From an optimization exercise on the open Yosys and OpenROAD flow, aimed at small area and a short achievable clock period; shortcuts taken in it are not production practice.
Function was checked by simulation only, so behaviour that the tests miss may differ from the original.

==> flow/design.v (outline; a module is shown in full before it is edited, if it fits) <==
// module rmdo_pitch_base: 130 lines
// module rmdo_pitch_scale: 9 lines
// module rmdo_pitch_split: 18 lines
// module rmdo_pitch_rom: 9 lines
// module rmdo_note_rom: 138 lines
// module rmdo_psin: 139 lines
// module rmdo_psin_small: 78 lines
// module rmdo_fmul: 424 lines
// module rmdo_rmul: 66 lines
// module rmdo_smul: 86 lines
// module rmdo_core: 186 lines
// module rmdo_div_stage: 19 lines
// module rmdo_out: 21 lines
module rmdo_core (
    input  wire        clk,
    input  wire        rst,
    input  wire        tick,
    input  wire        cmd_valid,
    input  wire [31:0] cmd_word,
    output wire [7:0]  out_sample,
    output wire [31:0] result
);
  // ...
==> flow/run.sh <==
#!/bin/bash
# synth_recipe.tcl (not shown) runs the flow's synth.tcl, then flattens the netlist and writes it again
# the make line also repeats each setting of config.mk as NAME=value (left out here)
make -C /OpenROAD-flow-scripts/flow DESIGN_CONFIG=/design/flow/config.mk WORK_HOME=/design/flow/orfs CLKGATE_MAP_FILE= SYNTH_SCRIPT=/design/flow/synth_recipe.tcl finish
==> flow/config.mk <==
export PLATFORM = sky130hd
export DESIGN_NAME = rmdo_core
export DESIGN_NICKNAME = rmdo_core
export VERILOG_FILES = /design/flow/design.v
export SDC_FILE = /design/flow/constraint.sdc
export NUM_CORES = 4
export LEC_CHECK = 0
export ABC_AREA = 1
export CAP_MARGIN = 60
export CORE_MARGIN = 2
export CORE_UTILIZATION = 50
export PLACE_DENSITY = 0.75
export SLEW_MARGIN = 60
export SYNTH_MEMORY_MAX_BITS = 32768
==> flow/constraint.sdc <==
create_clock -name core_clock -period 180.0 [get_ports {clk}]
set_input_delay 36.0000 -clock core_clock [delete_from_list [all_inputs] [get_ports {clk}]]
set_output_delay 36.0000 -clock core_clock [all_outputs]
set_load 0.01 [all_outputs]
==> run_results.csv, run 1 <==
group,metric,value,unit
critical_path,critPathLaunchType,"input pin",
critical_path,critPathMaxStageDelay,0.83,ns
critical_path,cp.depth,151,
drt,met1_length,53300,microns
sta,slew_viol_final,0,
placement,placed_cells,6790,
yosys,synth_edf_count,26,
cts,post_cts_buffers,0,
yosys,synth_seq_cells,211,
sta,post-route-period-util,0.344,
sta,rsz0062_at_grt,"false",
run_status,outcome,"finished clean",
drt,top_layer_used,"met5",
sta,maxSlewHeadroom,0.584,
cts,numCtsBuffers,28,
final_layout,multi_input_area,29800,sq um
flow_run,maxCapViolCount,0,
yosys,yosys_warnings,5,
drt,drtAntennaViolNets,0,
critical_path,path_class,"input pin to flip-flop",
hold_path,hp-start,"rtotal[9]$_SDFFE_PP0P_",
yosys,synth.distinct_cells,72,
cts,cts_max_path_buffers,3,
yosys,synthArstFlopShare,0,
==> inputs of run 2 (changes only) <==
--- a/flow/config.mk
+++ b/flow/config.mk
@@ -8,7 +8,6 @@
 export ABC_AREA = 1
 export CAP_MARGIN = 60
 export CORE_MARGIN = 2
-export CORE_UTILIZATION = 50
-export PLACE_DENSITY = 0.75
+export CORE_UTILIZATION = 60
 export SLEW_MARGIN = 60
 export SYNTH_MEMORY_MAX_BITS = 32768
==> run_results.csv, run 2 <==
group,metric,value,unit
hold_path,hp-start,"rtotal[8]$_SDFFE_PP0P_",
cts,insertion_delay,0.57,ns
final_layout,final_common_cell,"nand2_1",
sta,setup-tns-final,0,ns
yosys,synth_edf_count,26,
critical_path,crit-reg2reg-launch,"rtotal[1]$_SDFFE_PP0P_",
flow_run,maxCapViolCount,0,
cts,numCtsBuffers,25,
critical_path,cp-end-kind,"flip-flop",
yosys,yosys_warnings,5,
drt,drt_iter0_drc,4221,
yosys,synth_area_per_cell,6.61,sq um
final_layout,mostFrequentLayoutCells,"1,086 x nand2_1, 911 x inv_1, 644 x nor2_1, 480 x a21oi_1, 411 x ha_1",
drt,viasPerCell,5.97,
final_layout,fin_nets,6508,
cts,clock-root-buffer,"clkbuf_16",
critical_path,critPathLaunchType,"input pin",
critical_path,critPathLaunch,"cmd_word[1]",
cts,cts_num_sinks,211,
final_layout,syn2layout_area_growth,6.14,%
drt,drt_wl_total,133000,microns
yosys,yosysMostFrequentCell,"nand2_1",
sta,slew_viol_final,0,
global_route,grt_usage,0.396,
cts,cts-htree-levels,1,
yosys,synth.top_cell.area_share,0.140,
sta,hold_violations,0,
sta,min_period,61.72,ns
sta,rsz0062_at_grt,"false",
hold_path,hp-class,"flip-flop to flip-flop",
critical_path,cp.arrival,62.02,ns
drt,wl_per_cell,20.0,microns
final_layout,drive_above_1_share,0.0504,
drt,met1_length,53600,microns
global_route,grt_pass1_vias,37700,
yosys,ys_seq_area_frac,0.117,
placement,portBuffers,60,
floorplanning,die_x,257,microns
placement,dp_hpwl,106000,microns
drt,top_layer_used,"met5",
sta,final.setup.worst_slack,118.28,ns
floorplanning,start_util,0.608,
floorplanning,core,63200,sq um
floorplanning,dieHeight,257,microns
critical_path,crit_top_cell,"nand2_1",
final_layout,diodes,0,
run_status,outcome,"finished clean",
drt,drtAntennaViolNets,0,
global_route,overflow,0,
sta,maxSlewHeadroom,0.561,
drt,dr.pass1.iters,9,
drt,met2WireLength,58300,microns
drt,drcViolationCount,0,
critical_path,worstPathRequired,180.30,ns
yosys,synth.distinct_cells,72,
floorplanning,ios,76,
yosys,synthArstFlopShare,0,
yosys,synth_common_cells,"1,094 x nand2_1, 931 x inv_1, 650 x nor2_1, 481 x a21oi_1, 411 x ha_1",
yosys,netlist_area,38400,sq um
cts,cts_tree,"built",
placement,post-place-ws,117.98,ns
global_route,antenna_found_initial,1,
sta,max_slew.worst_pin.slew,0.658,ns
floorplanning,die-area,66100,sq um
floorplanning,num_rows,92,
critical_path,worstPathMaxFanout,21,
sta,setup_violations,0,
yosys,synth_ff_type,"dfxtp_1",
global_route,grt_pass1_wl,208000,microns
yosys,synth_area_leaders,"fa_1 14%, ha_1 13%, nand2_1 11%",
drt,via_count,39700,
drt,routed-wl-met3,12900,microns
critical_path,critPathMaxStageDelay,0.75,ns
critical_path,critPathSlowestCell,"clkdlybuf4s50_1",
sta,fin_skew,0.0246,ns
sta,post-route-period-util,0.343,
yosys,synth_seq_cells,211,
yosys,post-synth-top-area-cell,"fa_1",
placement,routabilityCongestion,1.09,
yosys,synthCells,5818,
cts,post_cts_buffers,0,
global_route,grt_max_degree,61,
cts,holdBufCountCts,0,
critical_path,path_class,"input pin to flip-flop",
cts,cts_max_path_buffers,3,
cts,cts_resized,0,
sta,fmax,16.2,MHz
cts,clkSlewWorstSetupHoldPaths,0.06,ns
## run 2: cell counts after synthesis
No cell type changed its count.
## run 2: per-stage QoR
step	instances	util	hold slack (ns)	instance area [sq um]
after floorplan	5832	-	0.443	38500
after global placement	6606	0.629	0.453	39700
after detailed placement	6607	0.631	0.458	39900
after CTS	6653	0.644	0.467	40700
after global routing	6658	0.646	0.475	40800
final	6658	0.646	0.465	40800
## run 2: layer usage
layer,track usage,vias to the layer above
met4,0.205,2
met2,0.634,2030
met5,0,-
met3,0.0675,449
met1,0.512,18400
li1,-,18900
## run 2: cell families after synthesis
logic type / Yosys count / synth area share
and+or+nand+nor: 2241 / 0.243
AOI/OAI and AO/OA: 1277 / 0.192
buffers and inverters: 1149 / 0.115
adders and majority gates: 679 / 0.273
xor gates and xnor gates: 252 / 0.0578
DFF: 211 / 0.117
muxes: 8 / 0.00208
other: 1 / 0.0000975
## run 2: final cells by class
cell class,count,area [sq um]
sequential,211,4490
fill,5994,22400
timing repair buffer,110,983
clock buffer,34,721
inverter,973,3660
multi-input combinational,4472,29800
tap,846,1060
clock inverter,12,124
## run 2: critical path, delay by kind of cell
family,cells,cell delay (ns)
and+or+nand+nor,58,8.41
buffers and inverters,19,4.10
adders and majority gates,11,4.14
xor gates and xnor gates,1,0.17
AOI/OAI and AO/OA,58,8.45
muxes,3,0.67
## run 2: worst paths after layout
kind | endpoint | slack, ns | depth (start not counted)
max reg2reg | pr[2]$_DFFE_PP_ | 147.05 | 191
min | rtotal[8]$_SDFFE_PP0P_ | 0.46 | 2
min reg2reg | rtotal[8]$_SDFFE_PP0P_ | 0.46 | 2
max | pr[2]$_DFFE_PP_ | 118.28 | 150
==> inputs of run 3 (changes only) <==
--- a/flow/config.mk
+++ b/flow/config.mk
@@ -9,5 +9,7 @@
 export CAP_MARGIN = 60
 export CORE_MARGIN = 2
 export CORE_UTILIZATION = 60
+export GPL_ROUTABILITY_DRIVEN = 0
+export GPL_TIMING_DRIVEN = 0
 export SLEW_MARGIN = 60
 export SYNTH_MEMORY_MAX_BITS = 32768
==> run_results.csv, run 3 <==
group,metric,value,unit
drt,dr.pass1.iters,14,
critical_path,cp-end-kind,"flip-flop",
sta,min_period,62.76,ns
critical_path,rrSetupSlack,145.73,ns
critical_path,path_class,"input pin to flip-flop",
final_layout,nFillCells,5973,
yosys,synth_seq_cells,211,
critical_path,critPathMaxStageDelay,0.87,ns
final_layout,mostFrequentLayoutCells,"1,093 x nand2_1, 927 x inv_1, 640 x nor2_1, 476 x a21oi_1, 411 x ha_1",
drt,drt_iter0_drc,4701,
yosys,yosysMostFrequentCell,"nand2_1",
final_layout,final_common_cell,"nand2_1",
yosys,synth_common_cells,"1,094 x nand2_1, 931 x inv_1, 650 x nor2_1, 481 x a21oi_1, 411 x ha_1",
flow_run,maxCapViolCount,0,
drt,routed-wl-met3,14000,microns
floorplanning,num_rows,92,
drt,drcViolationCount,0,
floorplanning,start_util,0.608,
yosys,yosys_warnings,5,
cts,insertion_delay,0.58,ns
floorplanning,die-area,66100,sq um
sta,fin_skew,0.0367,ns
global_route,grt_pass1_vias,38200,
final_layout,seq_area,4480,sq um
sta,maxSlewHeadroom,0.569,
yosys,synth.distinct_cells,72,
drt,drtAntennaViolNets,0,
hold_path,hp-start,"rtotal[9]$_SDFFE_PP0P_",
drt,drt_wl_total,135000,microns
sta,fmax,15.9,MHz
cts,holdBufCountCts,0,
yosys,synth_edf_count,26,
critical_path,reg2reg_depth,202,
floorplanning,ios,76,
drt,met2WireLength,56800,microns
floorplanning,core,63200,sq um
floorplanning,dieHeight,257,microns
final_layout,final_util,0.657,
critical_path,r2r_end,"pr[5]$_DFFE_PP_",
critical_path,crit_top_cell,"nand2_1",
global_route,grt_pass1_wl,210000,microns
critical_path,critPathLaunchType,"input pin",
drt,top_layer_used,"met5",
hold_path,hp-class,"flip-flop to flip-flop",
critical_path,worstPathMaxFanout,10,
floorplanning,die_x,257,microns
cts,cts_max_path_buffers,3,
sta,hold_violations,0,
cts,post_cts_buffers,0,
sta,max_slew.worst_pin.slew,0.647,ns
critical_path,crit-reg2reg-launch,"rtotal[1]$_SDFFE_PP0P_",
yosys,synth.top_cell.area_share,0.140,
yosys,netlist_area,38400,sq um
yosys,synthArstFlopShare,0,
sta,setup-tns-final,0,ns
cts,clock-root-buffer,"clkbuf_16",
run_status,outcome,"finished clean",
cts,numCtsBuffers,26,
global_route,antenna_found_initial,7,
yosys,post-synth-top-area-cell,"fa_1",
cts,cts-htree-levels,1,
final_layout,fin_nets,6644,
yosys,synthCells,5818,
drt,wl_per_cell,19.8,microns
yosys,synth_area_per_cell,6.61,sq um
final_layout,drive_above_1_share,0.0558,
critical_path,worstPathRequired,180.30,ns
drt,viasPerCell,5.96,
cts,clkSlewWorstSetupHoldPaths,0.06,ns
critical_path,cp.arrival,63.06,ns
drt,met1_length,53300,microns
yosys,ys_seq_area_frac,0.117,
final_layout,multi_input_area,30000,sq um
sta,setup_violations,0,
placement,portBuffers,58,
critical_path,critPathLaunch,"cmd_word[0]",
cts,cts_num_sinks,211,
sta,slew_viol_final,0,
cts,cts_resized,0,
global_route,grt_usage,0.401,
global_route,grt_max_degree,28,
cts,cts_tree,"built",
global_route,overflow,0,
yosys,synth_ff_type,"dfxtp_1",
hold_path,hold_path_end,"rtotal[9]$_SDFFE_PP0P_",
sta,rsz0062_at_grt,"false",
critical_path,critPathSlowestCell,"clkdlybuf4s50_1",
yosys,synth_area_leaders,"fa_1 14%, ha_1 13%, nand2_1 11%",
drt,via_count,40500,
critical_path,critical_path_buf_inv_count,24,
sta,post-route-period-util,0.349,
hold_path,holdPathStages,2,
placement,dp_hpwl,109000,microns
critical_path,critPathTopFamily,"compound AO/OA/AOI/OAI gates",
final_layout,syn2layout_area_growth,8.03,%
## run 3: cells by family after synthesis
logic type / synth area share
AO/OA/AOI/OAI: 0.192
XOR/XNOR: 0.0578
adder cells (fa/ha/maj): 0.273
buffers and inverters: 0.115
flip-flops: 0.117
multiplexers: 0.00208
other: 0.0000975
AND/OR/NAND/NOR: 0.243
## run 3: worst max-delay path by stage
stage / depth (start not counted) / slack [ns] / end
final: 157 / 117.24 / pr[5]$_DFFE_PP_
after global routing: 157 / 114.73 / pr[5]$_DFFE_PP_
after CTS: 118 / 117.68 / out_sample[2]
after detailed placement: 156 / 117.24 / pr[5]$_DFFE_PP_
after global placement: 155 / 116.53 / pr[12]$_DFFE_PP_
after floorplan: 150 / 122.93 / pr[12]$_DFFE_PP_
## run 3: area by class of cell
type | count | area share
repair buffers | 69 | 0.0156
multi-input cells | 4472 | 0.722
diodes | 3 | 0.000181
plain buffers | 176 | 0.0200
well taps | 846 | 0.0255
flip-flops and latches | 211 | 0.108
clock inverters | 16 | 0.00404
inverters | 973 | 0.0880
clock buffers | 32 | 0.0169
## run 3: metal layers
metal | track usage | vias up
li1 | - | 19200
met1 | 0.509 | 18500
met2 | 0.619 | 2207
met3 | 0.0935 | 604
met4 | 0.248 | 6
met5 | 0 | -
## run 3: metrics by stage
step / area [sq um] / cells / setup slack [ns] / hold WS, ns
after floorplan: 38500 / 5832 / 122.93 / 0.443
after global placement: 40100 / 6736 / 116.53 / 0.452
after detailed placement: 40500 / 6746 / 117.24 / 0.457
after CTS: 41400 / 6794 / 117.68 / 0.467
after global routing: 41500 / 6795 / 114.73 / 0.490
final: 41500 / 6798 / 117.24 / 0.468
## run 3: worst reg2reg max path: cells and delay by family, from the launching register on
kind | cells | cell delay, ns
compound gates | 89 | 14.04
flops | 1 | 0.45
buf+inv | 28 | 5.34
fa+ha+maj | 14 | 5.22
mux | 1 | 0.26
simple gates | 68 | 8.11
xor+xnor | 2 | 0.56

==> what the ideal ports hide <==
How much do the figures lean on ideal ports? The routed layouts below were timed once more, with nothing changed but the port constraints. Step 1, drivers: a clkbuf_16 drives clk and a buf_2 each remaining input, both assumed. Step 2, shift: input delay + t, output delay - t, t = (earliest + latest rising clock arrival at the registers) / 2. This alone moves slack from input paths to output paths. a / b / c = ideal / step 1 / step 2; a / b = the first two.
run | shift t [ns] | setup WS [ns] | slew at the worst register clock pin (ns) | worst slew at a driven data input, ns
run 1 | 0.637 | 118.046 / 118.082 / 117.445 | 0.07 / 0.07 | 0.10
run 2 | 0.611 | 118.277 / 118.305 / 117.694 | 0.07 / 0.07 | 0.08
run 3 | 0.623 | 117.236 / 117.268 / 116.645 | 0.08 / 0.08 | 0.07
After both steps every run listed still meets setup and hold. For run 1, which loses most, drivers alone change the setup slack by +0.036 ns; drivers and shift together by -0.601 ns.
